What follows belongs to an exercise in optimizing a design on an open flow for small area, a short achievable clock period and few clock cycles per item; a production flow would make more cautious choices.
Only simulation tests tie the RTL to the original design; equivalence was not proved.
Power and IR drop assume default switching activity.

## flow/config.mk

```make
export PLATFORM = sky130hd
export DESIGN_NAME = upb_freq_codec
export DESIGN_NICKNAME = upb_freq_codec
export VERILOG_FILES = /design/flow/design.v
export SDC_FILE = /design/flow/constraint.sdc
export NUM_CORES = 4
export LEC_CHECK = 0
export CAP_MARGIN = 20
export CORE_MARGIN = 2
export CORE_UTILIZATION = 55
export SLEW_MARGIN = 20
export TNS_END_PERCENT = 20
```

## flow/constraint.sdc

```tcl
create_clock -name core_clock -period 11.0 [get_ports {clk}]
set_input_delay 2.2000 -clock core_clock [delete_from_list [all_inputs] [get_ports {clk}]]
set_output_delay 2.2000 -clock core_clock [all_outputs]
set_load 0.01 [all_outputs]
```

## flow/design.v

```verilog
module upb_freq_codec (
    input             clk,
    input             rst,           
    input             in_valid,
    output            in_ready,
    input      [3:0]  in_op,         
    input             in_layout,     
    input      [31:0] in_freq,
    input      [31:0] in_fcint,
    input      [31:0] in_fcfrac,
    input      [15:0] in_dreg0,
    input      [15:0] in_dreg1,
    output            out_valid,
    output     [3:0]  out_fcause,    
    output     [31:0] out_freq,
    output     [7:0]  out_fcint,
    output     [23:0] out_fcfrac,
    output     [15:0] out_dreg0,
    output     [15:0] out_dreg1
);
    localparam [31:0] F_MIN = 32'd775_000_000;
    localparam [31:0] F_MAX = 32'd1_100_000_000;
    reg          busy;       
    reg          rdy;        
    reg          mode;       
    reg  [2:0]   cnt;
    reg  [18:0]  rem;        
    reg  [31:0]  S;          
    reg          ov;
    reg  [2:0]   fc;
    reg  [31:0]  O;          
    reg  [2:0]   fco;        
    reg          qpend;      
    reg          f31;        
    assign in_ready = rdy;
    assign out_valid = ov;
    assign out_fcause = {1'b0, fco};
    wire hz = (in_op == 4'hB);
    wire rh = (in_op == 4'hC);
    wire st = (in_op == 4'hD);
    wire rs = (in_op == 4'hE);
    wire a_bad = (|in_fcint[31:6]) || (|in_fcfrac[31:19]);
    wire b_bad = (|in_fcint[31:8]) || (|in_fcfrac[31:24]);
    wire r_flt = (rh & a_bad) | (st & (in_layout ? a_bad : b_bad));
    wire ill   = ~(hz | rh | st | rs);
    wire go    = hz | rh;
    wire [1:0] p0_dec = {{1{1'b0}}, 1'b1} << in_fcfrac[0:0];
    wire [18:0] p0;
    assign p0[0] = |(p0_dec & 2'h2);
    assign p0[1] = 1'b0;
    assign p0[2] = 1'b0;
    assign p0[3] = |(p0_dec & 2'h2);
    assign p0[4] = 1'b0;
    assign p0[5] = 1'b0;
    assign p0[6] = |(p0_dec & 2'h2);
    assign p0[7] = 1'b0;
    assign p0[8] = 1'b0;
    assign p0[9] = |(p0_dec & 2'h2);
    assign p0[10] = |(p0_dec & 2'h3);
    assign p0[11] = |(p0_dec & 2'h2);
    assign p0[12] = 1'b0;
    assign p0[13] = 1'b0;
    assign p0[14] = |(p0_dec & 2'h2);
    assign p0[15] = 1'b0;
    assign p0[16] = |(p0_dec & 2'h2);
    assign p0[17] = |(p0_dec & 2'h2);
    assign p0[18] = 1'b0;
    reg  [31:0] S_ld;
    always @(*) begin
        case ({in_op[1:0], in_layout})
            3'b110, 3'b111: S_ld = {in_freq[11], in_freq[10], in_freq[9], in_freq[8], in_freq[7], in_freq[6], in_freq[5], in_freq[4], in_freq[3], in_freq[2], in_freq[1], in_freq[0], 1'b0, 1'b0, 1'b0, 1'b0, 1'b0, 1'b0, 1'b0, 1'b0, 1'b0, 1'b0, 1'b0, 1'b0, 1'b0, 1'b0, 1'b0, 1'b0, 1'b0, 1'b0, 1'b0, 1'b0};
            3'b000, 3'b001: S_ld = {in_fcfrac[4], in_fcfrac[3], in_fcfrac[2], in_fcfrac[1], in_fcfrac[8], in_fcfrac[7], in_fcfrac[6], in_fcfrac[5], in_fcfrac[12], in_fcfrac[11], in_fcfrac[10], in_fcfrac[9], in_fcfrac[16], in_fcfrac[15], in_fcfrac[14], in_fcfrac[13], in_fcint[1], in_fcint[0], in_fcfrac[18], in_fcfrac[17], in_fcint[5], in_fcint[4], in_fcint[3], in_fcint[2], 1'b0, 1'b0, 1'b0, 1'b0, 1'b0, 1'b0, 1'b0, p0[0]};
            3'b010:         S_ld = {in_fcfrac[4], in_fcfrac[3], in_fcfrac[2], in_fcfrac[1], in_fcfrac[8], in_fcfrac[7], in_fcfrac[6], in_fcfrac[5], in_fcfrac[12], in_fcfrac[11], in_fcfrac[10], in_fcfrac[9], in_fcfrac[16], in_fcfrac[15], in_fcfrac[14], in_fcfrac[13], in_fcint[1], in_fcint[0], in_fcfrac[18], in_fcfrac[17], in_fcint[5], in_fcint[4], in_fcint[3], in_fcint[2], in_fcint[7], in_fcint[6], in_fcfrac[23], in_fcfrac[22], in_fcfrac[21], in_fcfrac[20], in_fcfrac[19], in_fcfrac[0]};
            3'b011:         S_ld = {in_fcfrac[13], in_fcfrac[12], in_fcfrac[11], in_fcfrac[10], in_fcfrac[17], in_fcfrac[16], in_fcfrac[15], in_fcfrac[14], in_fcint[2], in_fcint[1], in_fcint[0], in_fcfrac[18], in_fcfrac[0], in_fcint[5], in_fcint[4], in_fcint[3], 1'b1, in_fcfrac[8], in_fcfrac[2], in_fcfrac[1], 1'b0, 1'b0, 1'b0, 1'b0, 1'b0, 1'b0, in_fcfrac[7], in_fcfrac[6], in_fcfrac[5], in_fcfrac[4], in_fcfrac[3], in_fcfrac[9]};
            3'b100:         S_ld = {in_dreg0[15], in_dreg0[14], in_dreg0[7], in_dreg0[6], in_dreg0[5], in_dreg0[4], in_dreg0[3], in_dreg0[13], in_dreg0[12], in_dreg0[11], in_dreg0[10], in_dreg0[9], in_dreg0[8], in_dreg0[2], in_dreg0[1], in_dreg0[0], in_dreg1[15], in_dreg1[14], in_dreg1[13], in_dreg1[12], in_dreg1[11], in_dreg1[10], in_dreg1[9], in_dreg1[8], in_dreg1[7], in_dreg1[6], in_dreg1[5], in_dreg1[4], in_dreg1[3], in_dreg1[2], in_dreg1[1], in_dreg1[0]};
            default:        S_ld = {1'b0, 1'b0, 1'b0, 1'b0, 1'b0, 1'b0, 1'b0, in_dreg1[15], in_dreg1[14], in_dreg1[13], in_dreg1[12], in_dreg1[11], in_dreg1[10], in_dreg1[9], in_dreg1[8], in_dreg1[7], in_dreg1[6], in_dreg1[5], in_dreg1[4], in_dreg1[3], in_dreg1[2], in_dreg1[1], in_dreg1[0], in_dreg0[8], in_dreg0[7], in_dreg0[6], in_dreg0[5], in_dreg0[4], in_dreg0[3], in_dreg0[2], in_dreg0[1], in_dreg0[0]};
        endcase
    end
    wire [18:0] rem_ld = in_op[0] ? in_freq[30:12] : {1'b0, p0[18:1]};
    wire [22:0] T  = {rem, S[31:28]};
    wire [5:0]  tt = T[22:17];
    wire [16:0] tu = T[16:0];
    wire [63:0] jlo_dec = {{63{1'b0}}, 1'b1} << tt;
    wire [4:0] jlo;
    assign jlo[0] = |(jlo_dec & 64'h136c9b26c);
    assign jlo[1] = |(jlo_dec & 64'h1c70e3c70);
    assign jlo[2] = |(jlo_dec & 64'h7f03f80);
    assign jlo[3] = |(jlo_dec & 64'h7ffc000);
    assign jlo[4] = |(jlo_dec & 64'h1f8000000);
    wire [63:0] jhi_dec = {{63{1'b0}}, 1'b1} << tt;
    wire [4:0] jhi;
    assign jhi[0] = |(jhi_dec & 64'hfffffffec9364d93);
    assign jhi[1] = |(jhi_dec & 64'hf1c78e1c);
    assign jhi[2] = |(jhi_dec & 64'h101f80fe0);
    assign jhi[3] = |(jhi_dec & 64'h1fff000);
    assign jhi[4] = |(jhi_dec & 64'h1fe000000);
    wire [63:0] ra_dec = {{63{1'b0}}, 1'b1} << tt;
    wire [17:0] ra;
    assign ra[0] = |(ra_dec & 64'h136c9b26c);
    assign ra[1] = |(ra_dec & 64'hf1c78e1c);
    assign ra[2] = |(ra_dec & 64'h1f03f81fc);
    assign ra[3] = |(ra_dec & 64'hc6c9cd90);
    assign ra[4] = |(ra_dec & 64'h1ce38438c);
    assign ra[5] = |(ra_dec & 64'h3e07c07c);
    assign ra[6] = |(ra_dec & 64'hc8c98d90);
    assign ra[7] = |(ra_dec & 64'h1c638438c);
    assign ra[8] = |(ra_dec & 64'h3e07c07c);
    assign ra[9] = |(ra_dec & 64'hc8c98d90);
    assign ra[10] = |(ra_dec & 64'h1c638438c);
    assign ra[11] = |(ra_dec & 64'h108ce7210);
    assign ra[12] = |(ra_dec & 64'h139c6318c);
    assign ra[13] = |(ra_dec & 64'h107c1f07c);
    assign ra[14] = |(ra_dec & 64'h1c909bd90);
    assign ra[15] = |(ra_dec & 64'hc738738c);
    assign ra[16] = |(ra_dec & 64'h109ce4210);
    assign ra[17] = |(ra_dec & 64'ha4a5294a);
    wire [63:0] rb_dec = {{63{1'b0}}, 1'b1} << tt;
    wire [18:0] rb;
    assign rb[0] = |(rb_dec & 64'hfffffffec9364d93);
    assign rb[1] = |(rb_dec & 64'hfffffffe38f1c38f);
    assign rb[2] = |(rb_dec & 64'hfffffffff80fc07f);
    assign rb[3] = |(rb_dec & 64'h13136726c);
    assign rb[4] = |(rb_dec & 64'hfffffffef70e31e3);
    assign rb[5] = |(rb_dec & 64'hfffffffe0f01f01f);
    assign rb[6] = |(rb_dec & 64'h13636426c);
    assign rb[7] = |(rb_dec & 64'hfffffffef10e31e3);
    assign rb[8] = |(rb_dec & 64'hfffffffe0f01f01f);
    assign rb[9] = |(rb_dec & 64'h13636426c);
    assign rb[10] = |(rb_dec & 64'hfffffffef10e31e3);
    assign rb[11] = |(rb_dec & 64'hc637bd8c);
    assign rb[12] = |(rb_dec & 64'hffffffffcef18c63);
    assign rb[13] = |(rb_dec & 64'hffffffffc1f07c1f);
    assign rb[14] = |(rb_dec & 64'hf6c64e6c);
    assign rb[15] = |(rb_dec & 64'hfffffffe31ce3de3);
    assign rb[16] = |(rb_dec & 64'hc6f7b18c);
    assign rb[17] = |(rb_dec & 64'h1adad6b5a);
    assign rb[18] = |(rb_dec & 64'hffffffffffffffff);
    wire [18:0] da = {1'b0, ra} + {2'b0, tu};
    wire [18:0] db = rb + {2'b0, tu};
    wire        bge = ~db[18];
    wire [4:0]  dq  = bge ? jhi : jlo;
    wire [17:0] dr  = bge ? db[17:0] : da[17:0];
    wire [15:0] md_dec = {{15{1'b0}}, 1'b1} << S[31:28];
    wire [21:0] md;
    assign md[0] = |(md_dec & 16'haaaa);
    assign md[1] = |(md_dec & 16'hcccc);
    assign md[2] = |(md_dec & 16'hf0f0);
    assign md[3] = |(md_dec & 16'h55aa);
    assign md[4] = |(md_dec & 16'h66cc);
    assign md[5] = |(md_dec & 16'h78f0);
    assign md[6] = |(md_dec & 16'hd5aa);
    assign md[7] = |(md_dec & 16'h66cc);
    assign md[8] = |(md_dec & 16'h78f0);
    assign md[9] = |(md_dec & 16'hd5aa);
    assign md[10] = |(md_dec & 16'h66cc);
    assign md[11] = |(md_dec & 16'hd25a);
    assign md[12] = |(md_dec & 16'h9b6c);
    assign md[13] = |(md_dec & 16'h1c70);
    assign md[14] = |(md_dec & 16'hb52a);
    assign md[15] = |(md_dec & 16'h264c);
    assign md[16] = |(md_dec & 16'h92da);
    assign md[17] = |(md_dec & 16'h71c6);
    assign md[18] = |(md_dec & 16'h5a94);
    assign md[19] = |(md_dec & 16'h6318);
    assign md[20] = |(md_dec & 16'h83e0);
    assign md[21] = |(md_dec & 16'hfc00);
    wire [21:0] ms = {4'd0, rem[17:0]} + md;
    wire last  = mode ? (cnt == 3'd5) : (cnt == 3'd5);
    wire first = (cnt == 3'd0);
    wire [18:0] rem_st = mode ? {1'b0, dr} : {1'b0, ms[21:4]};
    wire [31:0] fop = {f31, rem, S[31:20]};            
    wire fbad  = (fop < F_MIN) || (fop > F_MAX);
    wire abort = first & (fc[0] | (mode & fbad));
    wire [31:0] S_step = {S[27:1], (first & mode) ? dq[4] : S[0], mode ? dq[3:0] : ms[3:0]};
    wire upd = ~busy | last;               
    wire acc = in_valid & rdy;
    always @(posedge clk) begin
        if (rst) begin
            busy  <= 1'b0;
            rdy   <= 1'b1;
            ov    <= 1'b0;
            qpend <= 1'b0;
        end else begin
            ov    <= (busy & (last | abort)) | qpend;
            qpend <= upd & acc & ~go;
            if (upd) begin
                busy <= acc & go;
                rdy  <= ~(acc & go);
            end else if (abort) begin
                busy <= 1'b0;
                rdy  <= 1'b1;
            end else begin
                rdy  <= mode ? (cnt == 3'd4) : (cnt == 3'd4);
            end
        end
    end
    always @(posedge clk) begin
        O   <= {(qpend ? S[31] : S_step[31]), (qpend ? S[30] : mode ? S_step[30] : rem_st[17]), (qpend ? S[29] : mode ? S_step[29] : rem_st[16]), (qpend ? S[28] : mode ? S_step[28] : rem_st[15]), (qpend ? S[27] : mode ? S_step[27] : rem_st[14]), (qpend ? S[26] : mode ? S_step[26] : rem_st[13]), (qpend ? S[25] : mode ? S_step[25] : rem_st[12]), (qpend ? S[24] : mode ? S_step[24] : rem_st[11]), (qpend ? S[23] : mode ? S_step[23] : rem_st[10]), (qpend ? S[22] : mode ? S_step[22] : rem_st[9]), (qpend ? S[21] : mode ? S_step[21] : rem_st[8]), (qpend ? S[20] : mode ? S_step[20] : rem_st[7]), (qpend ? S[19] : mode ? S_step[19] : rem_st[6]), (qpend ? S[18] : mode ? S_step[18] : rem_st[5]), (qpend ? S[17] : mode ? S_step[17] : rem_st[4]), (qpend ? S[16] : mode ? S_step[16] : rem_st[3]), (qpend ? S[15] : S_step[15]), (qpend ? S[14] : mode ? S_step[14] : rem_st[2]), (qpend ? S[13] : mode ? S_step[13] : rem_st[1]), (qpend ? S[12] : mode ? S_step[12] : rem_st[0]), (qpend ? S[11] : S_step[11]), (qpend ? S[10] : S_step[10]), (qpend ? S[9] : S_step[9]), (qpend ? S[8] : S_step[8]), (qpend ? S[7] : S_step[7]), (qpend ? S[6] : S_step[6]), (qpend ? S[5] : S_step[5]), (qpend ? S[4] : S_step[4]), (qpend ? S[3] : S_step[3]), (qpend ? S[2] : S_step[2]), (qpend ? S[1] : S_step[1]), (qpend ? S[0] : S_step[0])};
        fco <= qpend ? fc : (busy & first & mode & fbad) ? 3'b110 : fc;
        if (upd) begin
            mode <= in_op[0];
            cnt  <= 3'd0;
            fc   <= {r_flt, ill | r_flt, r_flt};
            f31  <= in_freq[31];
            rem  <= rem_ld;
            S    <= S_ld;
        end else begin
            cnt <= cnt + 3'd1;
            rem <= rem_st;
            S   <= S_step;
        end
    end
    assign {out_fcint, out_fcfrac} = {O[31], O[30], O[24], O[23], O[22], O[21], O[20], O[19], O[29], O[28], O[27], O[26], O[25], O[18], O[17], O[16], O[15], O[14], O[13], O[12], O[11], O[10], O[9], O[8], O[7], O[6], O[5], O[4], O[3], O[2], O[1], O[0]};
    assign {out_dreg0, out_dreg1}  = {O[7], O[6], O[11], O[10], O[9], O[8], O[15], O[14], O[5], O[4], O[3], O[2], O[1], O[13], O[12], O[19], O[18], O[17], O[16], O[23], O[22], O[21], O[20], O[27], O[26], O[25], O[24], O[31], O[30], O[29], O[28], O[0]};
    assign out_freq = {1'b0, O[30], O[29], O[28], O[27], O[26], O[25], O[24], O[23], O[22], O[21], O[20], O[19], O[18], O[17], O[16], O[14], O[13], O[12], O[3], O[2], O[1], O[0], O[7], O[6], O[5], O[4], O[11], O[10], O[9], O[8], O[15]};
endmodule
```

## flow/flow/run.sh

```bash
#!/bin/bash
# Standard ORFS layout (standard.sh), with the port buffers made of the smallest buffer
# and timing repair aiming below the clock period. Each step's output goes to its own log.
set -euo pipefail
export BUFFER_PORTS_ARGS="-buffer_cell sky130_fd_sc_hd__buf_1"
if [[ -f flow/margin.txt ]]; then export SETUP_SLACK_MARGIN=$(cat flow/margin.txt); fi
bash standard.sh synth > synth.log 2>&1
bash standard.sh floorplan > floorplan.log 2>&1
bash standard.sh place > place.log 2>&1
bash standard.sh cts > cts.log 2>&1
bash standard.sh route > route.log 2>&1
bash standard.sh finish > finish.log 2>&1
```

## flow/flow/margin.txt

```
7.2
```

## flow/standard.sh

```bash
#!/bin/bash
# synth_recipe.tcl (not shown) runs the flow's synth.tcl, then flattens the netlist and writes it again
# the make line also repeats each setting of config.mk as NAME=value (left out here)
make -C /OpenROAD-flow-scripts/flow DESIGN_CONFIG=/design/flow/config.mk WORK_HOME=/design/flow/orfs CLKGATE_MAP_FILE= SYNTH_SCRIPT=/design/flow/synth_recipe.tcl "${@:-finish}"
```

==> results.sh, run 1 <==
export IMPL_finalWirelength_microns=35900
export IMPL_die_w_microns=136
export IMPL_tns_ns=0
export IMPL_final_common_cell="buf_1"
export IMPL_cts_max_path_buffers=2
export IMPL_period_share_pct=35.0
export IMPL_synthCells=1336
export IMPL_drt_first_pass_iters=8
export IMPL_crit_buf_inv=4
export IMPL_finalWorstPathRequiredPeriod_ns=3.85
export IMPL_nets=1673
export IMPL_stdcell_count=1709
export IMPL_grt_pass1_wl_microns=51300
export IMPL_cp_data_arrival_time_ns=4.11
export IMPL_gp_congestion=0.994
export IMPL_cp_slowest_cell="o41ai_2"
export IMPL_diodes=0
export IMPL_yosys_warnings=1
export IMPL_avgRoutedWirePerCell_microns=21.0
export IMPL_pre_cts_slack_ns=6.04
export IMPL_n_fill_cell=1608
export IMPL_grt_overflow=0
export IMPL_p_leak_nw=4.39
export IMPL_yosysSeqAreaShare_pct=20.6
export IMPL_finalSetupViolations=0
export IMPL_worstSetupPathType="register to register"
export IMPL_timing_hold_ws_ns=0.431
export IMPL_clock_fmax_mhz=260
export IMPL_antenna_found_initial=0
export IMPL_initial_core_util_pct=55.9
export IMPL_syn_area_sq_mm=0.00963
export IMPL_core_rowCount=48
export IMPL_drv_slew=0
export IMPL_area_delta_synth_final_pct=16.5
export IMPL_finalHoldViolCount=0
export IMPL_slew_limit_headroom_pct=38.2
export IMPL_synthFlopType="dfxtp_1"
export IMPL_start_kind="register"
export IMPL_drive_gt1_share_pct=11.9
export IMPL_hpwl_microns=25400
export IMPL_p_per_area_mw_per_mm2=159
export IMPL_cpPeakStageDelay_ns=0.40
export IMPL_post_dp_cell_area_sq_mm=0.0100
export IMPL_fin_area_sq_mm=0.0112
export IMPL_vdd_drop_max_uv=105
export IMPL_cp_required_ns=11.27
export IMPL_drc=0
export IMPL_synth_seq_cells=97
export IMPL_dieArea_sq_mm=0.0186
export IMPL_track_usage_pct=35.9
export IMPL_maxCapViolations=0
export IMPL_rsz0062_at_grt="true"
export IMPL_pin_count=238
export IMPL_finalWorstSetupSlack_ns=7.15
export IMPL_crit_family="compound AO/OA/AOI/OAI gates"
export IMPL_path_cells="buf_12, clkinvlp_4, buf_4, buf_4, o21ai_0, nand2_1, a21oi_1, a211oi_2, o21ai_1, ha_1, nand2_1, a211oi_1, nor3_2, o41ai_2, a21o_1, nand3_1, nand4_1, o311ai_2, a31o_2"
export IMPL_ant_nets=0
export IMPL_final_cell_mix="buf_1 (232), a21oi_1 (162), nand2_1 (118)"
export IMPL_num_vias=10950
export IMPL_vias_per_cell=6.41
export IMPL_clock_sinks=97
export IMPL_ys_async_sr_fraction_pct=0
export IMPL_core_area_sq_mm=0.0172
export IMPL_status="no timing/DRC/antenna violations"
export IMPL_fin_skew_ns=0.0201
export IMPL_cts_tree="built"
export IMPL_drt_iter0_markers=1497
export IMPL_die_y_microns=136
export IMPL_path_clk_slew_ns=0.09
export IMPL_cp_end_kind="register"
export IMPL_io_buffers=235
export IMPL_crit_fanout=12
export IMPL_cts_htree_levels=3
export IMPL_cts_root_buffer="clkbuf_16"
export IMPL_worst_skew_pair_late_latency_ns=0.37
export IMPL_hp_class="register to register"
export IMPL_grt_start_max_net_pins=81
export IMPL_dp_cells=1654
export IMPL_synth_edf_count=4
export IMPL_worst_pin_slew_ns=0.913
export IMPL_grt_pass1_vias=9046
export IMPL_synth_cell_types=81
export IMPL_cts_buffers=9
export IMPL_avgSynthCellArea_sq_um=7.21
[synth_stat cells, types with 22 or more instances]
library cell    n  area share, %
a21o_1         28            2.2
a21oi_1       170            8.8
buf_4          68            5.3
clkbuf_1       61            2.4
dfxtp_1        93             19
ha_1           55            7.1
inv_1          28            1.1
mux2i_1        31            3.2
nand2_1       119            4.6
nand3_1        22            1.1
nor2_1        118            4.6
nor2b_1        23            1.5
o21ai_0       122            6.3
xnor2_1        39            3.5
[final cells by class]
type	instances	area (sq um)	share of cell area, %
Multi-Input combinational cell	1054	7040	62.8
Sequential cell	97	1990	17.8
Timing Repair Buffer	287	1470	13.1
Tap cell	225	282	2.51
Clock buffer	9	225	2.01
Inverter	29	121	1.08
Clock inverter	7	81.3	0.725
Timing Repair inverter	1	5.00	0.0446
[report_power, final]
part           internal [mW]  switching, mW
registers              0.405         0.0530
logic                  0.386          0.607
clock network          0.162          0.165
total                  0.954          0.825
[path summary, 6_finish.rpt]
path                               from  endpoint  slack [ns]  cells past startpoint
worst max register to register  rem[15]   rem[17]        7.15                     19
worst min register to register    fc[1]    fco[1]        0.43                      1
worst max-delay path            rem[15]   rem[17]        7.15                     19
worst min-delay path              fc[1]    fco[1]        0.43                      1
[logic make-up after synthesis]
group | count (synthesis) | share of synthesized area (%)
compound gates | 517 | 33.7
xor+xnor | 58 | 5.35
fa+ha+maj | 59 | 7.87
buf+inv | 188 | 10.3
flops | 97 | 20.6
mux | 40 | 4.27
other cells | 1 | 0.0389
simple gates | 376 | 18.0
[stage by stage]
step                      power [mW]  utilization (%)
after floorplan                 1.13                -
after global placement          1.32             58.3
after detailed placement        1.32             58.3
after CTS                       1.68             61.8
after global routing            1.88             65.1
final                           1.78             65.1
[state kept, by name, indices dropped and copies added (netlist names)]
name and flops:
ov 1, O 32, cnt 3, fc 2, f31 1, fco 3
rem 19, qpend 1, S 32, mode 1, busy 1, rdy 1
[metal layers]
metal / track usage (%) / share of wire [%] / vias up / wire, microns
met2: 51.7 / 42 / 719 / 15200
met1: 53.6 / 43 / 5007 / 15600
met3: 7.46 / 11 / 107 / 3950
li1: - / - / 5117 / -
met4: 9.72 / 3.2 / 0 / 1160
met5: 0 / 0 / - / 0
[repair_timing]
item,in CTS,in global routing
gates resized for setup,49,70
endpoints found under the setup margin,44,41
hold buffers,0,0
pin swaps,7,28
buffers inserted,9,21
cloned,3,6
Testbench counts, summed over its fixed seeds: cycles 10,791, items 2,400.
==> run 2: changes to the inputs <==
==> flow/flow/margin.txt (replaced) <==
7.0
--- a/flow/config.mk
+++ b/flow/config.mk
@@ -9,4 +9,4 @@
 export CORE_MARGIN = 2
 export CORE_UTILIZATION = 55
 export SLEW_MARGIN = 20
-export TNS_END_PERCENT = 20
+export TNS_END_PERCENT = 10
==> run 2 against run 1 <==
  * Still clean on timing, DRC and antenna
  * Count of clock-buffer cells in the layout is the same
  * Maximum frequency shrank 3.1%
  * Combinational power shrank 4.9%
  * Hold slack gained 0.0013 ns
  * Critical endpoint is now rem[12]
  * Largest cell class unchanged
  * Highest routed layer unchanged
==> results.sh, run 2 <==
export IMPL_status="no timing/DRC/antenna violations"
export IMPL_clock_sinks=97
export IMPL_synth_top_family_by_area="compound AO/OA/AOI/OAI gates"
export IMPL_synthTopCellsByArea="dfxtp_1 (19%), a21oi_1 (8.8%), ha_1 (7.1%), o21ai_0 (6.3%), buf_4 (5.3%)"
export IMPL_pin_count=238
export IMPL_worst_skew_pair_late_latency_ns=0.36
export IMPL_drt_iter0_markers=1543
export IMPL_hold_path_endpoint="fco[1]"
export IMPL_vias_per_cell=6.32
export IMPL_avgSynthCellArea_sq_um=7.21
export IMPL_synth_commonest_cells="a21oi_1 (170), o21ai_0 (122), nand2_1 (119)"
export IMPL_finalSetupViolations=0
export IMPL_p_clk_share_pct=18.7
export IMPL_avgRoutedWirePerCell_microns=20.6
export IMPL_drive_gt1_share_pct=8.20
export IMPL_clock_fmax_mhz=252
export IMPL_p_leak_nw=4.25
export IMPL_track_usage_pct=35.7
export IMPL_yosys_warnings=1
export IMPL_diodes=0
export IMPL_cts_hold_buf=0
export IMPL_internal_power_mw=0.925
export IMPL_finalWorstPathRequiredPeriod_ns=3.97
export IMPL_cts_tree="built"
export IMPL_num_vias=10663
export IMPL_finalWorstSetupSlack_ns=7.03
export IMPL_slew_limit_headroom_pct=46.4
export IMPL_yosysSeqAreaShare_pct=20.6
export IMPL_synth_seq_cells=97
export IMPL_yosysTopAreaCell="dfxtp_1"
export IMPL_core_rowCount=48
export IMPL_cts_buffers=9
export IMPL_n_fill_cell=1638
export IMPL_start_kind="register"
export IMPL_nets=1652
export IMPL_cp_end_kind="register"
export IMPL_finalWirelength_microns=34800
export IMPL_drt_first_pass_iters=6
export IMPL_cts_root_buffer="clkbuf_16"
export IMPL_period_share_pct=36.1
export IMPL_grt_pass1_wl_microns=50900
export IMPL_final_cell_mix="buf_1 (232), a21oi_1 (165), nand2_1 (119)"
export IMPL_hp_class="register to register"
export IMPL_synth_top_area_share_pct=19.3
export IMPL_cts_htree_levels=3
export IMPL_worst_pin_slew_ns=0.792
export IMPL_r2r_cells=18
export IMPL_cpPeakStageDelay_ns=0.43
export IMPL_pre_cts_slack_ns=5.87
export IMPL_core_area_sq_mm=0.0172
export IMPL_seqPwrFrac_pct=26.5
export IMPL_cp_required_ns=11.21
export IMPL_ys_async_sr_fraction_pct=0
export IMPL_vdd_drop_max_uv=105
export IMPL_grt_pass1_vias=9031
export IMPL_synth_most_common_cell="a21oi_1"
export IMPL_grt_overflow=0
export IMPL_synth_adder_area_share_pct=7.87
export IMPL_gp_congestion=0.980
export IMPL_synth_edf_count=4
export IMPL_crit_fanout=13
export IMPL_hpwl_microns=25700
export IMPL_yosys_area_share_simple_pct=18.0
export IMPL_tns_ns=0
export IMPL_die_y_microns=136
export IMPL_final_core_util_pct=62.6
export IMPL_path_clk_slew_ns=0.08
export IMPL_rsz0062_at_grt="true"
export IMPL_cp_slowest_cell="fa_1"
export IMPL_reg2reg_slack_ns=7.03
export IMPL_reg_largest_list="O (32), S (32), rem (19)"
export IMPL_min_path_cells=1
export IMPL_r2r_start="rem[16]"
export IMPL_antenna_found_initial=0
export IMPL_ant_nets=0
export IMPL_area_delta_synth_final_pct=12.0
export IMPL_switchingPower_mw=0.798
export IMPL_synthCells=1336
export IMPL_drc=0
export IMPL_final_common_cell="buf_1"
export IMPL_drv_slew=0
export IMPL_io_buffers=235
export IMPL_die_w_microns=136
export IMPL_synth_cell_types=81
export IMPL_hold_start="fc[1]"
export IMPL_timing_rr_end="rem[12]"
export IMPL_path_cells="buf_12, or2b_4, nand3_1, o21ai_0, a21oi_1, nor2_1, nor2_2, inv_1, ha_1, fa_1, a21o_1, a21oi_4, o21ai_1, a31oi_2, nor3_1, o31ai_1, a2bb2oi_1, o221ai_1"
export IMPL_synth_compound_area_share_pct=33.7
export IMPL_synthFlopType="dfxtp_1"
export IMPL_synth_xor_xnor_area_share_pct=5.35
export IMPL_grt_start_max_net_pins=74
export IMPL_finalHoldViolCount=0
export IMPL_cts_max_path_buffers=2
export IMPL_cp_data_arrival_time_ns=4.18
export IMPL_multi_input_area_sq_mm=0.00684
export IMPL_pwr_share_comb_pct=54.8
export IMPL_register_area_sq_mm=0.00199
export IMPL_muxShareOfSynthArea_pct=4.27
export IMPL_syn_area_sq_mm=0.00963
export IMPL_dieArea_sq_mm=0.0186
export IMPL_p_per_area_mw_per_mm2=160
export IMPL_maxCapViolations=0
export IMPL_fin_skew_ns=0.0146
export IMPL_worstSetupPathType="register to register"
export IMPL_initial_core_util_pct=55.9
export IMPL_switching_share_pct=46.3
[run 2: cell types whose count changed in the layout (fill, tap and decap cells not counted), sizes merged]
cell / change
a21o: -1
buf: -16
bufbuf: -1
clkbuf: -2
clkinvlp: -3
inv: +2
[run 2: worst max-delay path: cells and delay by family, from the launching register on]
kind	cells	cell delay [ns]
AOI/OAI and AO/OA	9	1.74
adders and majority gates	2	0.67
buffers and inverters	2	0.23
DFF	1	0.40
and+or+nand+nor	5	0.79
[run 2: cell families (layout without fill, tap and decap cells)]
group / count (synthesis) / count (layout)
muxes: 40 / 40
other: 1 / 2
xor gates and xnor gates: 58 / 58
DFF: 97 / 97
and+or+nand+nor: 376 / 376
buffers and inverters: 188 / 313
AOI/OAI and AO/OA: 517 / 518
adders and majority gates: 59 / 59
[run 2: worst max path at each step]
stage | startpoint | end
after global placement | rem[14] | S[3]
after floorplan | rem[17] | rem[5]
after detailed placement | rem[14] | S[3]
after CTS | rem[16] | rem[16]
final | rem[16] | rem[12]
after global routing | rem[15] | rem[17]
[run 2: final cells by class]
type	instances	share of cell area [%]
clock buffer	9	2.09
clock inverter	7	0.754
inverter	29	1.06
multi-input combinational	1053	63.5
sequential	97	18.4
tap	225	2.61
timing repair buffer	268	11.6
[run 2: per-layer routing]
metal / share of wire (%) / track usage [%] / vias up
met1: 44 / 52.9 / 4890
li1: - / - / 5057
met4: 2.0 / 8.74 / 0
met5: 0 / 0 / -
met3: 12 / 9.96 / 61
met2: 42 / 50.7 / 655
[run 2: power groups by stage]
stage	registers (mW)	logic (mW)	clock network, mW
finish	0.456	0.944	0.322
global route	0.463	1.03	0.338
CTS	0.454	0.881	0.325
detailed placement	0.462	0.863	0
global placement	0.461	0.866	0
floorplan	0.463	0.671	0
[run 2: what timing repair did]
item	CTS	global route
cloned	1	3
pin swaps	2	8
resized for setup	23	43
buffers inserted	1	12
endpoints found under the setup margin	40	43
[run 2: through the flow]
step / power [mW] / hold WS, ns / cell area, sq um / std cells
final: 1.72 / 0.432 / 10800 / 1688
after global routing: 1.83 / 0.442 / 10800 / 1688
after CTS: 1.66 / 0.435 / 10500 / 1673
after detailed placement: 1.33 / 0.416 / 10100 / 1655
after global placement: 1.33 / 0.412 / 10100 / 1655
after floorplan: 1.13 / 0.407 / 9640 / 1337
==> run 3: changes to the inputs <==
--- a/flow/config.mk
+++ b/flow/config.mk
@@ -9,4 +9,3 @@
 export CORE_MARGIN = 2
 export CORE_UTILIZATION = 55
 export SLEW_MARGIN = 20
-export TNS_END_PERCENT = 10
==> run 3 against run 2 <==
  * Clock skew about the same
  * Sequential share of layout area down 0.14 points
  * Core utilization up 0.59 points
  * Sequential cell count did not move
  * Worst setup slack better by 0.11 ns
  * Synthesized area unchanged
  * Still clean on timing, DRC and antenna
  * Largest power group unchanged
  * Synthesized cell count unchanged
  * Critical path type unchanged
  * Critical path depth is 1 higher
  * Clock power hardly changed
==> results.sh, run 3 <==
export IMPL_status="no timing/DRC/antenna violations"
export IMPL_worstSetupPathType="register to register"
export IMPL_cts_max_path_buffers=2
export IMPL_avgSynthCellArea_sq_um=7.21
export IMPL_grt_pass1_wl_microns=50900
export IMPL_synth_edf_count=4
export IMPL_final_cell_mix="buf_1 (232), a21oi_1 (163), nand2_1 (119)"
export IMPL_dp_cells=1655
export IMPL_area_delta_synth_final_pct=13.0
export IMPL_antenna_found_initial=0
export IMPL_r2r_start="rem[16]"
export IMPL_synthCells=1336
export IMPL_cp_required_ns=11.18
export IMPL_reg2reg_slack_ns=7.14
export IMPL_cp_end_kind="register"
export IMPL_path_clk_slew_ns=0.08
export IMPL_period_share_pct=35.1
export IMPL_finalHoldViolCount=0
export IMPL_min_path_cells=1
export IMPL_tns_ns=0
export IMPL_yosysSeqAreaShare_pct=20.6
export IMPL_synth_compound_area_share_pct=33.7
export IMPL_ys_async_sr_fraction_pct=0
export IMPL_muxShareOfSynthArea_pct=4.27
export IMPL_core_rowCount=48
export IMPL_nets=1654
export IMPL_drive_gt1_share_pct=9.35
export IMPL_p_per_area_mw_per_mm2=159
export IMPL_cts_htree_levels=3
export IMPL_finalWirelength_microns=34800
export IMPL_worst_skew_pair_late_latency_ns=0.36
export IMPL_finalSetupViolations=0
export IMPL_timing_critical_path_from="rem[16]"
export IMPL_finalWorstSetupSlack_ns=7.14
export IMPL_drc=0
export IMPL_hp_class="register to register"
export IMPL_maxCapViolations=0
export IMPL_cts_root_buffer="clkbuf_16"
export IMPL_path_cells="buf_12, or2b_4, nand3_1, o21ai_0, a21oi_1, nor2_1, nor2_2, inv_1, ha_2, fa_2, a21o_1, a21oi_4, o21ai_1, nand4_1, nand3_1, o22ai_2, xnor2_1, o21ai_2, o211ai_1"
export IMPL_final_common_cell="buf_1"
export IMPL_die_y_microns=136
export IMPL_finalWorstPathRequiredPeriod_ns=3.86
export IMPL_final_core_util_pct=63.2
export IMPL_core_area_sq_mm=0.0172
export IMPL_clock_sinks=97
export IMPL_vias_per_cell=6.33
export IMPL_r2r_cells=19
export IMPL_reg_largest_list="O (32), S (32), rem (19)"
export IMPL_synth_top_family_by_area="compound AO/OA/AOI/OAI gates"
export IMPL_yosys_area_share_simple_pct=18.0
export IMPL_dieArea_sq_mm=0.0186
export IMPL_initial_core_util_pct=55.9
export IMPL_num_vias=10694
export IMPL_gp_congestion=0.980
export IMPL_drv_slew=0
export IMPL_grt_overflow=0
export IMPL_die_w_microns=136
export IMPL_cts_tree="built"
export IMPL_cp_slowest_cell="dfxtp_4"
export IMPL_pin_count=238
export IMPL_synth_cell_types=81
export IMPL_avgRoutedWirePerCell_microns=20.6
export IMPL_crit_fanout=13
export IMPL_cpPeakStageDelay_ns=0.40
export IMPL_ant_nets=0
export IMPL_cts_buffers=9
export IMPL_synthTopCellsByArea="dfxtp_1 (19%), a21oi_1 (8.8%), ha_1 (7.1%), o21ai_0 (6.3%), buf_4 (5.3%)"
export IMPL_pre_cts_slack_ns=5.87
export IMPL_start_kind="register"
export IMPL_stdcell_count=1690
export IMPL_slew_limit_headroom_pct=45.8
export IMPL_hold_start="fc[1]"
export IMPL_fin_skew_ns=0.0149
export IMPL_syn_area_sq_mm=0.00963
export IMPL_drt_iter0_markers=1501
export IMPL_hpwl_microns=25700
export IMPL_cp_data_arrival_time_ns=4.04
export IMPL_io_buffers=235
export IMPL_timing_hold_ws_ns=0.433
export IMPL_p_leak_nw=4.27
export IMPL_synth_most_common_cell="a21oi_1"
export IMPL_synth_top_area_share_pct=19.3
export IMPL_rsz0062_at_grt="true"
export IMPL_yosys_warnings=1
export IMPL_synthFlopType="dfxtp_1"
export IMPL_vdd_drop_max_uv=105
export IMPL_yosysTopAreaCell="dfxtp_1"
export IMPL_clock_fmax_mhz=259
export IMPL_grt_start_max_net_pins=74
export IMPL_synth_commonest_cells="a21oi_1 (170), o21ai_0 (122), nand2_1 (119)"
export IMPL_worst_pin_slew_ns=0.800
export IMPL_grt_pass1_vias=9037
export IMPL_crit_top_cell="nand3_1"
export IMPL_synth_xor_xnor_area_share_pct=5.35
export IMPL_track_usage_pct=35.7
export IMPL_synth_adder_area_share_pct=7.87
export IMPL_synth_seq_cells=97
export IMPL_drt_first_pass_iters=8
export IMPL_diodes=0
export IMPL_n_fill_cell=1615
## run 3: cell count changes in the layout (fill, tap and decap cells not counted), moves of 2 or more
cell,delta
a21oi_1,-2
nor2_2,+4
a211oi_2,+2
buf_6,+2
nor2_1,-4
a211oi_1,-2
a21oi_2,+2
## run 3: cells by family after synthesis
family,after synthesis
flops,97
other cells,1
buf+inv,188
xor+xnor,58
mux,40
simple gates,376
compound gates,517
fa+ha+maj,59
## run 3: worst max-delay path, delay by kind of cell (launching register included)
kind	cells	cell delay, ns
xor gates and xnor gates	1	0.10
and+or+nand+nor	6	1.05
DFF	1	0.40
buffers and inverters	2	0.24
adders and majority gates	2	0.57
AOI/OAI and AO/OA	8	1.32
## run 3: worst paths after layout
path | end
max | rem[16]
min | fco[1]
max reg2reg | rem[16]
min reg2reg | fco[1]
## run 3: what timing repair did
item / in CTS / in global routing
resized for setup: 29 / 54
pin swaps: 3 / 9
setup endpoints to repair: 40 / 37
buffers inserted: 2 / 13
gates cloned: 1 / 3
hold buffers: 0 / 0
## run 3: metrics by stage
stage	power (mW)	cell area, sq um
after floorplan	1.13	9640
after global placement	1.33	10100
after global routing	1.84	10900
after detailed placement	1.33	10100
after CTS	1.66	10500
final	1.73	10900
## run 3: layout make-up
type	count	area, sq um	area share (%)
inverters	29	114	1.05
clock inverters	7	81.3	0.747
flip-flops and latches	97	1990	18.3
multi-input cells	1053	6910	63.4
repair buffers	270	1290	11.8
well taps	225	282	2.59
clock buffers	9	225	2.07
## run 3: per-layer routing
metal	part of all wire (%)	up-vias	GRT usage (%)
met5	0	-	0
met1	43	4868	52.8
met2	42	701	51.0
met3	13	54	9.96
met4	2.1	0	8.33
li1	-	5071	-
## run 3: power breakdown
part	switching [mW]	internal, mW
clock	0.160	0.162
combinational	0.592	0.363
sequential	0.0514	0.405
total	0.804	0.931
==> run 4: changes to the inputs <==
==> flow/flow/margin.txt (replaced) <==
7.1
--- a/flow/config.mk
+++ b/flow/config.mk
@@ -5,7 +5,7 @@
 export SDC_FILE = /design/flow/constraint.sdc
 export NUM_CORES = 4
 export LEC_CHECK = 0
-export CAP_MARGIN = 20
+export CAP_MARGIN = 10
 export CORE_MARGIN = 2
 export CORE_UTILIZATION = 55
-export SLEW_MARGIN = 20
+export SLEW_MARGIN = 10
==> run 4 against run 3 <==
  * Global-route usage grew 0.37 points
  * Largest cell class unchanged
  * Still clean
  * Largest power group unchanged
  * Critical path type unchanged
  * Sequential cell count stayed put
  * Non-clock buffer count grew 10
  * Worst setup slack lost 0.021 ns
  * Clock skew down 0.00097 ns
  * Synthesized cell count did not move
  * Via count up 1.4%
  * Sequential power hardly changed
  * Clock power about the same
  * Design area increased by 2.4%
  * Maximum frequency fell by 0.53%
  * Routed wire length grew 2.2%
==> results.sh, run 4 <==
export IMPL_status="no timing/DRC/antenna violations"
export IMPL_synth_seq_cells=97
export IMPL_p_per_area_mw_per_mm2=158
export IMPL_final_common_cell="buf_1"
export IMPL_drt_iter0_markers=1596
export IMPL_synth_cell_types=81
export IMPL_antenna_found_initial=0
export IMPL_cts_tree="built"
export IMPL_maxCapViolations=0
export IMPL_gp_congestion=0.980
export IMPL_avgSynthCellArea_sq_um=7.21
export IMPL_yosys_warnings=1
export IMPL_drc=0
export IMPL_grt_overflow=0
export IMPL_final_cell_mix="buf_1 (232), a21oi_1 (160), nand2_1 (117)"
export IMPL_yosysTopAreaCell="dfxtp_1"
export IMPL_diodes=0
export IMPL_die_y_microns=136
export IMPL_nets=1665
export IMPL_area_delta_synth_final_pct=15.8
export IMPL_synth_commonest_cells="a21oi_1 (170), o21ai_0 (122), nand2_1 (119)"
export IMPL_yosysSeqAreaShare_pct=20.6
export IMPL_tns_ns=0
export IMPL_cp_end_kind="register"
export IMPL_num_vias=10843
export IMPL_synthCells=1336
export IMPL_worst_skew_pair_late_latency_ns=0.36
export IMPL_finalWorstPathRequiredPeriod_ns=3.88
export IMPL_cp_required_ns=11.23
export IMPL_syn_area_sq_mm=0.00963
export IMPL_core_rowCount=48
export IMPL_synthFlopType="dfxtp_1"
export IMPL_period_share_pct=35.3
export IMPL_finalWorstSetupSlack_ns=7.12
export IMPL_vdd_drop_max_uv=105
export IMPL_drive_gt1_share_pct=11.0
export IMPL_track_usage_pct=36.1
export IMPL_grt_pass1_vias=9086
export IMPL_worst_pin_slew_ns=0.797
export IMPL_p_leak_nw=4.36
export IMPL_synth_edf_count=4
export IMPL_synthTopCellsByArea="dfxtp_1 (19%), a21oi_1 (8.8%), ha_1 (7.1%), o21ai_0 (6.3%), buf_4 (5.3%)"
export IMPL_rsz0062_at_grt="true"
export IMPL_io_buffers=235
export IMPL_cts_root_buffer="clkbuf_16"
export IMPL_initial_core_util_pct=55.9
export IMPL_finalWirelength_microns=35600
export IMPL_avgRoutedWirePerCell_microns=20.9
export IMPL_ant_nets=0
export IMPL_ys_async_sr_fraction_pct=0
export IMPL_fin_skew_ns=0.0140
export IMPL_synth_most_common_cell="a21oi_1"
export IMPL_hpwl_microns=25700
export IMPL_vias_per_cell=6.37
export IMPL_timing_hold_ws_ns=0.432
export IMPL_clock_fmax_mhz=258
export IMPL_clock_sinks=97
export IMPL_die_w_microns=136
export IMPL_grt_pass1_wl_microns=51400
export IMPL_grt_start_max_net_pins=74
export IMPL_worstSetupPathType="register to register"
export IMPL_pin_count=238
export IMPL_drt_first_pass_iters=7
export IMPL_path_clk_slew_ns=0.08
export IMPL_finalSetupViolations=0
export IMPL_hp_class="register to register"
export IMPL_cts_buffers=9
export IMPL_core_area_sq_mm=0.0172
export IMPL_cts_htree_levels=3
export IMPL_cp_data_arrival_time_ns=4.11
export IMPL_start_kind="register"
export IMPL_cts_max_path_buffers=2
export IMPL_finalHoldViolCount=0
export IMPL_power_mw=1.77
export IMPL_dieArea_sq_mm=0.0186
export IMPL_dp_cells=1655
export IMPL_fin_area_sq_mm=0.0112
export IMPL_pre_cts_slack_ns=5.87
export IMPL_drv_slew=0
export IMPL_synth_top_area_share_pct=19.3
export IMPL_final_core_util_pct=64.7
export IMPL_stdcell_count=1701
export IMPL_reg_largest_list="O (32), S (32), rem (19)"
export IMPL_slew_limit_headroom_pct=46.0
export IMPL_post_dp_cell_area_sq_mm=0.0101
export IMPL_crit_fanout=19
[run 4: cell counts after synthesis]
No cell type changed its count.
[run 4: cell type report]
type,instances,area [sq um]
fill,1577,6090
inverter,29,118
multi-input combinational,1053,7040
tap,225,282
sequential,97,1990
clock buffer,9,225
clock inverter,7,81.3
timing repair inverter,1,5.00
timing repair buffer,280,1400
[run 4: final timing paths]
check / slack (ns) / cells after the start / end / startpoint
max: 7.12 / 17 / rem[15] / rem[14]
min reg2reg: 0.43 / 1 / fco[1] / fc[1]
max reg2reg: 7.12 / 17 / rem[15] / rem[14]
min: 0.43 / 1 / fco[1] / fc[1]
[run 4: report_power, final]
part	internal (mW)	switching, mW
combinational	0.382	0.605
sequential	0.405	0.0520
clock	0.162	0.159
total	0.950	0.816
[run 4: repair_timing]
item,in CTS,in global routing
setup buffers,7,16
hold buffers,0,0
gates cloned,2,5
resized for setup,39,74
setup endpoints to repair,41,40
pin swaps,5,21
[run 4: metal layers]
metal  GRT usage (%)  up-vias  part of all wire [%]  routed length [microns]
li1                -     5101                     -                        -
met1            53.5     4937                    43                    15200
met2            51.5      713                    42                    14800
met3            10.0       92                    13                     4580
met4            8.33        0                   2.8                      988
met5               0        -                     0                        0
[run 4: cell families after synthesis]
family	Yosys count	synth area share [%]
compound gates	517	33.7
xor+xnor	58	5.35
fa+ha+maj	59	7.87
buf+inv	188	10.3
flops	97	20.6
mux	40	4.27
other cells	1	0.0389
simple gates	376	18.0
[run 4: critical path, stage by stage, from the launching register on]
cell	delay (ns)
dfxtp_2	0.41
buf_12	0.19
inv_1	0.16
nor2_2	0.28
mux2i_1	0.15
o22ai_1	0.20
a21oi_1	0.10
o21a_1	0.25
ha_1	0.31
a211oi_2	0.31
nor4_2	0.10
nor3_2	0.32
o41ai_2	0.15
a21o_1	0.22
xnor2_1	0.25
mux2i_1	0.11
o21ai_0	0.18
a21oi_1	0.06
==> run 5: changes to the inputs <==
==> flow/flow/margin.txt (replaced) <==
7.0
--- a/flow/config.mk
+++ b/flow/config.mk
@@ -5,7 +5,7 @@
 export SDC_FILE = /design/flow/constraint.sdc
 export NUM_CORES = 4
 export LEC_CHECK = 0
-export CAP_MARGIN = 10
+export CAP_MARGIN = 0
 export CORE_MARGIN = 2
 export CORE_UTILIZATION = 55
-export SLEW_MARGIN = 10
+export SLEW_MARGIN = 0
==> run 5 against run 4 <==
  * Still clean on timing, DRC and antenna
  * First-iteration DRC count down 6.0%
  * Hold slack about the same
  * Register-to-register slack better by 0.02 ns
  * Sequential cell count unchanged
  * Clock power about the same
  * Final cell count down 0.65%
  * Non-clock buffer count down 10
  * Synthesized area unchanged
  * Critical path type unchanged
  * Highest routed layer unchanged
==> results.sh, run 5 <==
export IMPL_status="no timing/DRC/antenna violations"
export IMPL_diodes=0
export IMPL_synth_edf_count=4
export IMPL_finalHoldViolCount=0
export IMPL_worst_skew_pair_late_latency_ns=0.36
export IMPL_initial_core_util_pct=55.9
export IMPL_switchingPower_mw=0.804
export IMPL_reg_largest_list="O (32), S (32), rem (19)"
export IMPL_switching_share_pct=46.3
export IMPL_period_share_pct=35.1
export IMPL_hpwl_microns=25700
export IMPL_cts_buffers=9
export IMPL_path_cells="buf_12, or2b_4, nand3_1, o21ai_0, a21oi_1, nor2_1, nor2_2, inv_1, ha_2, fa_2, a21o_1, a21oi_4, o21ai_1, nand4_1, nand3_1, o22ai_2, xnor2_1, o21ai_2, o211ai_1"
export IMPL_finalWirelength_microns=34800
export IMPL_gp_congestion=0.980
export IMPL_synthFlopType="dfxtp_1"
export IMPL_crit_top_cell="nand3_1"
export IMPL_internal_power_mw=0.931
export IMPL_seqPwrFrac_pct=26.3
export IMPL_cp_slowest_cell="dfxtp_4"
export IMPL_crit_fanout=13
export IMPL_tns_ns=0
export IMPL_synthTopCellsByArea="dfxtp_1 (19%), a21oi_1 (8.8%), ha_1 (7.1%), o21ai_0 (6.3%), buf_4 (5.3%)"
export IMPL_io_buffers=235
export IMPL_p_leak_nw=4.27
export IMPL_yosys_warnings=1
export IMPL_drc=0
export IMPL_clock_sinks=97
export IMPL_p_per_area_mw_per_mm2=159
export IMPL_final_common_cell="buf_1"
export IMPL_clock_fmax_mhz=259
export IMPL_dieArea_sq_mm=0.0186
export IMPL_grt_pass1_wl_microns=50900
export IMPL_synth_commonest_cells="a21oi_1 (170), o21ai_0 (122), nand2_1 (119)"
export IMPL_rsz0062_at_grt="true"
export IMPL_cts_max_path_buffers=2
export IMPL_avgRoutedWirePerCell_microns=20.6
export IMPL_finalSetupViolations=0
export IMPL_synth_top_area_share_pct=19.3
export IMPL_stdcell_count=1690
export IMPL_p_clk_share_pct=18.6
export IMPL_synth_seq_cells=97
export IMPL_synthCells=1336
export IMPL_core_area_sq_mm=0.0172
export IMPL_drt_first_pass_iters=8
export IMPL_die_w_microns=136
export IMPL_nets=1654
export IMPL_final_cell_mix="buf_1 (232), a21oi_1 (163), nand2_1 (119)"
export IMPL_track_usage_pct=35.7
export IMPL_fin_area_sq_mm=0.0109
export IMPL_ys_async_sr_fraction_pct=0
export IMPL_maxCapViolations=0
export IMPL_start_kind="register"
export IMPL_hp_class="register to register"
export IMPL_core_rowCount=48
export IMPL_cp_required_ns=11.18
export IMPL_slew_limit_headroom_pct=45.8
export IMPL_yosysTopAreaCell="dfxtp_1"
export IMPL_r2r_cells=19
export IMPL_fin_skew_ns=0.0149
export IMPL_antenna_found_initial=0
export IMPL_path_clk_slew_ns=0.08
export IMPL_worstSetupPathType="register to register"
export IMPL_yosysSeqAreaShare_pct=20.6
export IMPL_top_layer="met4"
export IMPL_ant_nets=0
export IMPL_pin_count=238
export IMPL_vdd_drop_max_uv=105
export IMPL_grt_pass1_vias=9037
export IMPL_dp_cells=1655
export IMPL_drv_slew=0
export IMPL_grt_overflow=0
export IMPL_min_path_cells=1
export IMPL_drive_gt1_share_pct=9.35
export IMPL_cts_root_buffer="clkbuf_16"
export IMPL_cp_data_arrival_time_ns=4.04
export IMPL_final_core_util_pct=63.2
export IMPL_die_y_microns=136
export IMPL_drt_iter0_markers=1501
export IMPL_finalWorstPathRequiredPeriod_ns=3.86
export IMPL_worst_pin_slew_ns=0.800
export IMPL_num_vias=10694
export IMPL_post_dp_cell_area_sq_mm=0.0101
export IMPL_pwr_share_comb_pct=55.1
export IMPL_cts_tree="built"
export IMPL_cts_hold_buf=0
export IMPL_power_mw=1.73
export IMPL_avgSynthCellArea_sq_um=7.21
export IMPL_area_delta_synth_final_pct=13.0
export IMPL_grt_start_max_net_pins=74
export IMPL_cp_end_kind="register"
export IMPL_cpPeakStageDelay_ns=0.40
export IMPL_met3_length_microns=4430
export IMPL_wl_met2_microns=14600
export IMPL_synth_most_common_cell="a21oi_1"
export IMPL_vias_per_cell=6.33
export IMPL_syn_area_sq_mm=0.00963
export IMPL_synth_cell_types=81
export IMPL_cts_htree_levels=3
export IMPL_wirelength_met1_microns=15000
run 5: cell counts after synthesis:
Identical to the previous run, type by type.
run 5: final cells by class:
| class | count | area, sq um |
|---|---|---|
| multi-input cells | 1053 | 6910 |
| flip-flops and latches | 97 | 1990 |
| inverters | 29 | 114 |
| clock buffers | 9 | 225 |
| fillers | 1615 | 6350 |
| repair buffers | 270 | 1290 |
| clock inverters | 7 | 81.3 |
| well taps | 225 | 282 |
run 5: path summary, 6_finish.rpt:
kind | end | from | slack, ns
worst max-delay path | rem[16] | rem[16] | 7.14
worst min-delay path | fco[1] | fc[1] | 0.43
worst max register to register | rem[16] | rem[16] | 7.14
worst min register to register | fco[1] | fc[1] | 0.43
run 5: power by group through the flow:
stage               combinational, mW  clock, mW  sequential [mW]
CTS                             0.885      0.325            0.454
global placement                0.866          0            0.461
floorplan                       0.671          0            0.463
finish                          0.955      0.323            0.457
global route                     1.04      0.339            0.463
detailed placement              0.863          0            0.462
run 5: routing by layer:
metal / GRT usage [%] / up-vias
met5: 0 / -
met2: 51.0 / 701
met1: 52.8 / 4868
met4: 8.33 / 0
li1: - / 5071
met3: 9.96 / 54
run 5: what timing repair did:
action                     in CTS  in global routing
cloned                          1                  3
resized for setup              29                 54
hold endpoints to repair        0                  0
setup endpoints to repair      40                 37
pin swaps                       3                  9
setup buffers                   2                 13
run 5: cells by family (layout without fill, tap and decap cells):
group                      after synthesis  after routing  synth area share, %
DFF                                     97             97                 20.6
buffers and inverters                  188            315                 10.3
other                                    1              2               0.0389
muxes                                   40             40                 4.27
AOI/OAI and AO/OA                      517            518                 33.7
xor gates and xnor gates                58             58                 5.35
and+or+nand+nor                        376            376                 18.0
adders and majority gates               59             59                 7.87
run 5: metrics by stage:
step,hold WS (ns),worst slack (ns)
after global routing,0.442,6.93
after CTS,0.435,6.98
after detailed placement,0.416,5.87
after floorplan,0.407,7.11
final,0.433,7.14
after global placement,0.412,6.15
run 5: worst max-delay path: cells and delay by family (launching register included):
kind	cells	cell delay, ns
flops	1	0.40
xor+xnor	1	0.10
buf+inv	2	0.24
compound gates	8	1.32
simple gates	6	1.05
fa+ha+maj	2	0.57

what the ideal ports hide:
The results above use ideal ports. As a check the final layouts listed here were re-extracted and re-timed, cells and wires unchanged. Step 1, drivers: a clkbuf_16 drives clk and a buf_2 each remaining input, both assumed. Step 2 adds t to the input delays and takes it off the output delays; t is the mean of the earliest and latest rising clock arrival at the registers after step 1. Input paths then give back, and output paths get back, about the clock's delay inside the block. Slacks: ideal / step 1 / step 2; pairs: ideal / step 1.
| run | shift t [ns] | setup slack, ns | worst setup path at the end | clock arrival spread, ns | cell pins on the clock port's net |
|---|---|---|---|---|---|
| run 1 | 0.404 | 7.153 / 7.153 / 6.910 | input to register | 0.022 / 0.022 | 1 |
| run 2 | 0.395 | 7.030 / 7.030 / 6.684 | input to register | 0.014 / 0.015 | 1 |
| run 3 | 0.396 | 7.140 / 7.140 / 6.784 | input to register | 0.015 / 0.015 | 1 |
| run 4 | 0.392 | 7.120 / 7.120 / 6.801 | input to register | 0.015 / 0.014 | 1 |
| run 5 | 0.396 | 7.140 / 7.140 / 6.784 | input to register | 0.015 / 0.015 | 1 |
After both steps setup and hold are still met in every run listed.
